From an optimization exercise on the open Yosys and OpenROAD flow, aimed at small area, a short achievable clock period and few clock cycles per item; shortcuts taken in it are not production practice. The RTL was checked by simulation tests, not by an equivalence proof against the original design.

==> flow/design.v <==
module fp32_add (
    input  wire [31:0] a,
    output wire [22:0] mx,
    output wire [7:0]  ex,
    output wire [1:0]  sp
);
    wire        sa = a[31];
    wire [7:0]  ea = a[30:23];
    wire [22:0] fa = a[22:0];
    wire        fz = (fa == 23'd0);
    wire        a_zero = (ea == 8'd0) && fz;
    wire        neg = sa && !a_zero;
    wire a_max = (ea == 8'hFF);
    wire gt_eps = (ea > 8'd117) || ((ea == 8'd117) && !fz);    
    wire eq_eps = (ea == 8'd117) && fz;
    assign sp = (a_max && !fz)          ? 2'd1 :
                (a_max)                 ? (sa ? 2'd1 : 2'd3) :
                (neg && gt_eps)         ? 2'd1 :
                (neg && eq_eps)         ? 2'd2 : 2'd0;
    wire [23:0] m = {ea != 8'd0, fa};
    wire        big = (ea >= 8'd117);
    wire [7:0]  pb = 8'd140 - ea;
    wire [24:0] addend = (ea <= 8'd140) ? (25'd1 << pb[4:0]) :
                         (ea == 8'd141) ? {24'd0, m[0]} : 25'd0;
    wire [24:0] sumb = {1'b0, m} + addend;
    wire [23:0] big_pre = sumb[24] ? sumb[24:1] : sumb[23:0];
    wire        big_rup = sumb[24] & sumb[0] & sumb[1];
    wire [7:0]  big_e = ea + {7'd0, sumb[24]};
    wire [7:0]  ea1 = (ea == 8'd0) ? 8'd1 : ea;
    wire [7:0]  k = 8'd116 - ea1;                  
    wire [27:0] A = {m, 4'b0000};
    wire        kbig = (k >= 8'd28);
    wire [27:0] ash = kbig ? 28'd0 : (A >> k[4:0]);
    wire [27:0] lmask = (28'd1 << k[4:0]) - 28'd1;
    wire        st = kbig ? (m != 24'd0) : ((A & lmask) != 28'd0);
    wire [28:0] tpos = {1'b1, ash};
    wire [27:0] tneg = 28'd0 - ash - {27'd0, st};
    wire [28:0] ts = neg ? {tneg, 1'b0} : tpos;
    wire [23:0] sm_pre = ts[28:5];
    wire        sm_g = ts[4];
    wire        sm_st = (ts[3:0] != 4'd0) | st;
    wire        sm_rup = sm_g & (sm_st | ts[5]);
    wire [7:0]  sm_e = neg ? 8'd116 : 8'd117;
    wire        cancel = neg && (ea == 8'd116);
    wire [23:0] d = 24'd0 - m;
    reg  [4:0]  lz;
    integer n;
    always @* begin
        lz = 5'd0;
        for (n = 0; n <= 23; n = n + 1)
            if (d[n]) lz = 5'd23 - n[4:0];
    end
    wire [23:0] dn = d << lz;
    wire [23:0] pre = big ? big_pre : sm_pre;
    wire        rup = big ? big_rup : sm_rup;
    wire [7:0]  e0  = big ? big_e : sm_e;
    wire [24:0] rnd = {1'b0, pre} + {24'd0, rup};
    assign mx = cancel ? dn[22:0] : rnd[22:0];      
    assign ex = cancel ? (8'd116 - {3'd0, lz}) : (e0 + {7'd0, rnd[24]});
endmodule
module lac_gscale (
    input  wire        clk,
    input  wire        rst_n,
    input  wire        in_valid,
    output wire        in_ready,
    input  wire [31:0] in_r0,
    output reg         out_valid,
    input  wire        out_ready,
    output reg  [31:0] out_s
);
    localparam [24:0] SQ_REG = 25'b0_0010_0001_0000_1000_0100_0001;
    localparam [24:0] DV_REG = 25'b0_0100_1001_0010_0100_1001_0000;
    localparam [1:0] SP_NUM = 2'd0, SP_NAN = 2'd1, SP_INF = 2'd2, SP_ZERO = 2'd3;
    reg  skid_valid;
    reg  [31:0] skid_s;
    wire adv = !skid_valid;
    assign in_ready = adv;
    reg        v0;
    reg [31:0] r0;
    always @(posedge clk) begin
        if (!rst_n) v0 <= 1'b0;
        else if (adv) v0 <= in_valid;
        if (adv) r0 <= in_r0;
    end
    wire [22:0] x_f;
    wire [7:0]  x_e;
    wire [1:0]  x_sp;
    fp32_add u_add (.a(r0), .mx(x_f), .ex(x_e), .sp(x_sp));
    reg        v1;
    reg [22:0] f1;
    reg [7:0]  e1;
    reg [1:0]  sp1;
    always @(posedge clk) begin
        if (!rst_n) v1 <= 1'b0;
        else if (adv) v1 <= v0;
        if (adv) begin
            f1 <= x_f; e1 <= x_e; sp1 <= x_sp;
        end
    end
    wire signed [9:0] eq1 = ($signed({2'b0, e1}) - 10'sd127) >>> 1;
    wire [9:0] es_w = 10'sd126 - eq1;
    wire odd1 = ~e1[0];    
    wire [1:0]  top2 = odd1 ? {1'b1, f1[22]} : 2'b01;
    wire [23:0] rest = odd1 ? {f1[21:0], 2'b00} : {f1[22:0], 1'b0};   
    wire [24:0] sq_R   [0:24];
    wire [26:0] sq_rem [0:24];
    wire [23:0] sq_rad [0:24];
    wire        sq_v   [0:24];
    wire [1:0]  sq_sp  [0:24];
    wire [7:0]  sq_es  [0:24];
    assign sq_R[0]   = 25'd1;
    assign sq_rem[0] = {25'd0, top2 - 2'd1};
    assign sq_rad[0] = rest;
    assign sq_v[0]   = v1;
    assign sq_sp[0]  = sp1;
    assign sq_es[0]  = es_w[7:0];
    genvar j;
    generate
        for (j = 1; j <= 24; j = j + 1) begin : sq
            wire [1:0]   p      = sq_rad[j-1][23:22];
            wire [j+2:0] rem_sh = {sq_rem[j-1][j:0], p};
            wire [j+1:0] trial  = {sq_R[j-1][j-1:0], 2'b01};
            wire [j+3:0] diff   = {1'b0, rem_sh} - {2'b00, trial};
            wire         b      = ~diff[j+3];
            wire [j+1:0] rem_n  = b ? diff[j+1:0] : rem_sh[j+1:0];
            wire [j:0]   R_n    = {sq_R[j-1][j-1:0], b};
            wire [23:0]  rad_n  = {sq_rad[j-1][21:0], 2'b00};
            if (SQ_REG[j]) begin : r
                reg [j:0]   Rq;
                reg [j+1:0] remq;
                reg [23:0]  radq;
                reg         vq;
                reg [1:0]   spq;
                reg [7:0]   esq;
                always @(posedge clk) begin
                    if (!rst_n) vq <= 1'b0;
                    else if (adv) vq <= sq_v[j-1];
                    if (adv) begin
                        Rq <= R_n; remq <= rem_n; spq <= sq_sp[j-1]; esq <= sq_es[j-1];
                    end
                end
                if (j < 12) begin : rr
                    reg [23-2*j:0] radr;
                    always @(posedge clk) if (adv) radr <= rad_n[23:2*j];
                    assign sq_rad[j] = {radr, {(2*j){1'b0}}};
                end else begin : rz
                    assign sq_rad[j] = 24'd0;
                end
                assign sq_R[j]   = {{(24-j){1'b0}}, Rq};
                assign sq_rem[j] = {{(25-j){1'b0}}, remq};
                assign sq_v[j]   = vq;
                assign sq_sp[j]  = spq;
                assign sq_es[j]  = esq;
            end else begin : w
                assign sq_R[j]   = {{(24-j){1'b0}}, R_n};
                assign sq_rem[j] = {{(25-j){1'b0}}, rem_n};
                assign sq_rad[j] = (j < 12) ? rad_n : 24'd0;
                assign sq_v[j]   = sq_v[j-1];
                assign sq_sp[j]  = sq_sp[j-1];
                assign sq_es[j]  = sq_es[j-1];
            end
        end
    endgenerate
    wire [24:0] R = sq_R[24];
    wire        g = R[0];
    wire        pw_one = (R[23:1] == 23'd0) && !g;     
    wire        pw_two = (R[23:1] == {23{1'b1}}) && g;  
    wire [23:0] M  = R[24:1] + {23'd0, g};              
    wire [23:0] r0d = 24'd0 - M;                        
    wire [23:0] dv_r  [0:24];
    wire [23:0] dv_q  [0:24];    
    wire [22:0] dv_m  [0:24];
    wire        dv_v  [0:24];
    wire [1:0]  dv_sp [0:24];
    wire [7:0]  dv_es [0:24];
    wire        dv_pw [0:24];
    assign dv_r[0]  = r0d;
    assign dv_q[0]  = 24'd0;
    assign dv_m[0]  = M[22:0];
    assign dv_v[0]  = sq_v[24];
    assign dv_sp[0] = sq_sp[24];
    assign dv_es[0] = sq_es[24] + {7'd0, pw_one};
    assign dv_pw[0] = pw_one | pw_two;
    genvar i;
    generate
        for (i = 1; i <= 24; i = i + 1) begin : dv
            wire [25:0] t   = {1'b0, dv_r[i-1], 1'b0} - {2'b01, dv_m[i-1]};
            wire        b   = ~t[25];
            wire [23:0] r_n = b ? t[23:0] : {dv_r[i-1][22:0], 1'b0};
            wire [i-1:0] q_n;
            if (i == 1) begin : q1
                assign q_n = b;
            end else begin : qn
                assign q_n = {dv_q[i-1][i-2:0], b};
            end
            if (DV_REG[i]) begin : r
                reg [23:0]  rq;
                reg [i-1:0] qq;
                reg [22:0]  mq;
                reg         vq;
                reg [1:0]   spq;
                reg [7:0]   esq;
                reg         pwq;
                always @(posedge clk) begin
                    if (!rst_n) vq <= 1'b0;
                    else if (adv) vq <= dv_v[i-1];
                    if (adv) begin
                        rq <= r_n; qq <= q_n; mq <= dv_m[i-1];
                        spq <= dv_sp[i-1]; esq <= dv_es[i-1]; pwq <= dv_pw[i-1];
                    end
                end
                assign dv_r[i]  = rq;
                assign dv_q[i]  = {{(24-i){1'b0}}, qq};
                assign dv_m[i]  = mq;
                assign dv_v[i]  = vq;
                assign dv_sp[i] = spq;
                assign dv_es[i] = esq;
                assign dv_pw[i] = pwq;
            end else begin : w
                assign dv_r[i]  = r_n;
                assign dv_q[i]  = {{(24-i){1'b0}}, q_n};
                assign dv_m[i]  = dv_m[i-1];
                assign dv_v[i]  = dv_v[i-1];
                assign dv_sp[i] = dv_sp[i-1];
                assign dv_es[i] = dv_es[i-1];
                assign dv_pw[i] = dv_pw[i-1];
            end
        end
    endgenerate
    wire [23:0] Q = dv_q[24];                  
    wire [22:0] frac = Q[23:1] + {22'd0, Q[0]};
    reg  [31:0] s_new;
    always @* begin
        case (dv_sp[24])
        SP_NAN:  s_new = 32'h7FC00000;
        SP_INF:  s_new = 32'h7F800000;
        SP_ZERO: s_new = 32'h00000000;
        default: s_new = {1'b0, dv_es[24], dv_pw[24] ? 23'd0 : frac};
        endcase
    end
    wire new_v = adv && dv_v[24];
    always @(posedge clk) begin
        if (!rst_n) begin
            out_valid <= 1'b0;
            skid_valid <= 1'b0;
        end else begin
            if (out_valid && out_ready) begin
                if (skid_valid) begin
                    out_s <= skid_s;
                    skid_valid <= 1'b0;
                end else if (new_v) begin
                    out_s <= s_new;
                end else begin
                    out_valid <= 1'b0;
                end
            end else if (!out_valid) begin
                if (new_v) begin
                    out_s <= s_new;
                    out_valid <= 1'b1;
                end
            end else if (new_v) begin
                skid_s <= s_new;
                skid_valid <= 1'b1;
            end
        end
    end
endmodule
==> flow/run.sh <==
#!/bin/bash
# synth_recipe.tcl (not shown) runs the flow's synth.tcl, then flattens the netlist and writes it again
# the make line also repeats each setting of config.mk as NAME=value (left out here)
make -C /OpenROAD-flow-scripts/flow DESIGN_CONFIG=/design/flow/config.mk WORK_HOME=/design/flow/orfs CLKGATE_MAP_FILE= SYNTH_SCRIPT=/design/flow/synth_recipe.tcl finish
==> flow/config.mk <==
export PLATFORM = sky130hd
export DESIGN_NAME = lac_gscale
export DESIGN_NICKNAME = lac_gscale
export VERILOG_FILES = /design/flow/design.v
export SDC_FILE = /design/flow/constraint.sdc
export NUM_CORES = 4
export LEC_CHECK = 0
export CAP_MARGIN = 20
export CORE_MARGIN = 2
export CORE_UTILIZATION = 40
export SLEW_MARGIN = 20
==> flow/constraint.sdc <==
create_clock -name core_clock -period 30.0 [get_ports {clk}]
set_input_delay 6.0000 -clock core_clock [delete_from_list [all_inputs] [get_ports {clk}]]
set_output_delay 6.0000 -clock core_clock [all_outputs]
set_load 0.01 [all_outputs]
==> results.txt <==
YS warnings -> 2
R2R setup slack -> 3.54 ns
Initial Util -> 0.403
Syn Nets -> 9991
worst path required time -> 30.47 ns
post-CTS sizing -> 0
#FFs+latches synth -> 806
asr flop ratio synth -> 0
area leader, netlist -> edfxtp_1
worst skew pair latency -> 0.78 ns
CTS Buf Count -> 97
remaining global-route overflow -> 0
cells after synthesis -> 9051
ratio of cells with drive above 1 in the final layout -> 0.0909
utilization after layout -> 0.440
Yosys top cell area share -> 0.295
fmax -> 37.8 MHz
total die area -> 0.205 mm^2
first-pass GRT wire length -> 348 mm
number of enable flip-flop cells after synthesis -> 791
Worst R2R Start -> sq[21].r.Rq[1]
R2R Path End -> dv[4].r.rq[15]
Period minus WS final -> 26.46 ns
max_slew headroom -> 0.304
DR vias/cell -> 5.69
Post-DP HPWL -> 172 mm
Setup Total Neg Slack -> 0 ns
Crit-path slowest cell -> xnor2_1
RSZ-0062 raised after global routing -> no
Mapped Area -> 0.0806 mm^2
initial antenna violation count -> 8
Min-Delay Endpoint -> dv[19].r.qq[13]
arrival time at the worst endpoint -> 26.93 ns
max-cap violation count -> 0
Die Wd -> 453 um
ys flop type -> edfxtp_1
Crit Path Max Fanout -> 36
worst min path class -> reg -> reg
Buffers on Ports -> 69
Worst Tran Pin Value -> 1.04 ns
DR vias -> 67200
Syn Area/Cell -> 8.90 um^2
ranking of synthesized cells by area -> edfxtp_1, ha_1, mux2_2, xnor2_1, a21oi_1
crit path capture type -> flip-flop
DRT iter0 DRCs -> 4833
final hold slack -> 0.369 ns
final wirelength -> 220 mm
die height -> 453 um
Rows -> 164
setup violators final -> 0
layout net count -> 9996
Setup Crit Path Kind -> reg -> reg
post-CTS setup buffer count -> 0
I/O pin cnt -> 70
Hold Buf Count CTS -> 0
Root Buffer Master -> clkbuf_16
Total GRT Usage -> 0.208
drt drc -> 0
slowest stage delay, CP -> 0.65 ns
ANT nets after route -> 0
core region area -> 0.200 mm^2
final slew viol count -> 0
Avg WL per Cell -> 18.7 um
Area Overhead vs Synth -> 9.12%
CTS tree -> done
sequential area share after synthesis -> 0.299
Hold Startpoint -> dv[16].r.qq[10]
Final Cycle Share -> 0.882
largest net degree at the start of global routing -> 168
post-synth cell types -> 110
nature of the critical path startpoint -> flip-flop
# H-tree levels -> 3
Clock transition at path regs -> 0.06 ns
GP Congestion -> 0.912
clock tree sinks -> 806
clk_skew -> 0.0759 ns
Pre-antenna DRT Iters -> 6
worst hold path depth -> 0
vias in the first global route -> 63800
status -> no timing/DRC/antenna violations
CTS Buffer Depth -> 3
Hold Vio Cnt, Final -> 0
worst r2r path cells -> 107
-- Yosys cell counts, types with 78 or more instances --
library cell / count
nand2_1: 716
mux2i_1: 143
o21ai_0: 532
a31oi_1: 85
a21oi_1: 692
and2_1: 79
a21o_1: 207
or3_1: 93
edfxtp_1: 791
ha_1: 891
inv_1: 576
a211oi_1: 78
nor2_1: 793
xor2_1: 261
o21a_1: 134
nor2b_1: 126
mux2_2: 418
clkbuf_1: 187
nand2b_1: 111
xnor2_1: 529
nor3_1: 253
nand3_1: 223
-- sequential cells by signal, summed over array words and instances, names as in the netlist, 2 cells and up --
signal,flops
dv.r.pwq,7
sq.r.esq,32
dv.r.spq,14
skid_s,31
sq.r.vq,4
dv.r.vq,7
dv.r.esq,56
out_s,32
dv.r.mq,161
f1,23
e1,8
sq.r.rr.radr,12
dv.r.qq,91
sq.r.remq,60
sq.r.Rq,54
sq.r.spq,8
r0,32
dv.r.rq,168
sp1,2
-- metrics by stage --
step	area [um^2]	cells	worst slack, ns
2_1_floorplan	80600	9051	8.36
3_3_place_gp	84300	11600	4.39
3_5_place_dp	84300	11600	3.98
4_1_cts	87900	11800	3.79
5_1_grt	87900	11800	1.22
6_report	87900	11800	3.54
-- layer usage --
| layer | share of wire | vias up | track usage |
|---|---|---|---|
| met3 | 0.049 | 306 | 0.0282 |
| met4 | 0.028 | 4 | 0.0586 |
| met2 | 0.46 | 1529 | 0.346 |
| met5 | 0.00012 | - | 0 |
| li1 | - | 33500 | - |
| met1 | 0.46 | 31900 | 0.281 |
-- how the worst max path moves through the flow --
stage | endpoint | start | cells after the start
floorplan | dv[4].r.rq[14] | sq[21].r.Rq[1] | 108
global placement | dv[4].r.rq[15] | sq[21].r.Rq[1] | 108
detailed placement | dv[4].r.rq[15] | sq[21].r.Rq[1] | 108
CTS | dv[4].r.rq[15] | sq[21].r.Rq[1] | 108
global route | dv[4].r.rq[15] | sq[21].r.Rq[1] | 108
finish | dv[4].r.rq[15] | sq[21].r.Rq[1] | 107
-- logic make-up (layout without fill, tap and decap cells) --
family | count (synthesis) | in the layout | share of synthesized area
compound gates | 2420 | 2420 | 0.194
xor+xnor | 790 | 790 | 0.0859
fa+ha+maj | 904 | 904 | 0.142
buf+inv | 821 | 910 | 0.0388
flops | 806 | 806 | 0.299
mux | 576 | 576 | 0.0803
other cells | 0 | 3 | 0
simple gates | 2734 | 2734 | 0.161
-- placed cells by master, fill, tap and decap left out, types with 78 or more instances in the layout --
| master | netlist | final |
|---|---|---|
| a211oi_1 | 78 | 78 |
| a21o_1 | 207 | 207 |
| a21oi_1 | 692 | 687 |
| a31oi_1 | 85 | 85 |
| and2_1 | 79 | 79 |
| clkbuf_16 | 0 | 97 |
| edfxtp_1 | 791 | 791 |
| ha_1 | 891 | 891 |
| inv_1 | 576 | 575 |
| mux2_2 | 418 | 418 |
| mux2i_1 | 143 | 143 |
| nand2_1 | 716 | 715 |
| nand2b_1 | 111 | 111 |
| nand3_1 | 223 | 223 |
| nor2_1 | 793 | 791 |
| nor2b_1 | 126 | 126 |
| nor3_1 | 253 | 253 |
| o21a_1 | 134 | 134 |
| o21ai_0 | 532 | 528 |
| or3_1 | 93 | 93 |
| xnor2_1 | 529 | 527 |
| xor2_1 | 261 | 261 |
-- worst max-delay path, delay by kind of cell (launching register included) --
family                   cells  cell delay (ns)
AO/OA/AOI/OAI               59            13.51
XOR/XNOR                     2             0.86
adder cells (fa/ha/maj)      9             2.55
buffers and inverters       10             2.25
flip-flops                   1             0.43
multiplexers                 3             1.26
AND/OR/NAND/NOR             24             5.24
-- area by class of cell --
| class | count | area, um^2 |
|---|---|---|
| flip-flops and latches | 806 | 24100 |
| inverters | 585 | 2210 |
| clock inverters | 79 | 1120 |
| repair buffers | 142 | 1280 |
| diodes | 3 | 7.51 |
| fillers | 19300 | 112000 |
| multi-input cells | 7424 | 53500 |
| well taps | 2656 | 3320 |
| clock buffers | 104 | 2450 |
Testbench counts, summed over its fixed seeds: cycles 2,512, items 2,400.

## re-timing with driven ports
No port has a modelled driver above. Below, the same layout with a new extraction and two added sets of constraints.
Step 1: set_driving_cell puts a clkbuf_16 on clk and a buf_2 on each other input, an assumption about the parent block.
Step 2 times the ports against the registers' clock, not the clock port: input delays grow and output delays shrink by t, the midpoint of the rising clock arrivals with the driver on.
Three values: ideal, step 1, step 2; two values: the first two.
shift t [ns]: 0.832
setup WS [ns]: 3.543 / 3.543 / 3.543
worst hold slack (ns): 0.369 / 0.369 / 0.369
After both steps setup and hold are still met in this run. For this run, drivers alone change the setup slack by 0.000 ns; drivers and shift together by 0.000 ns.
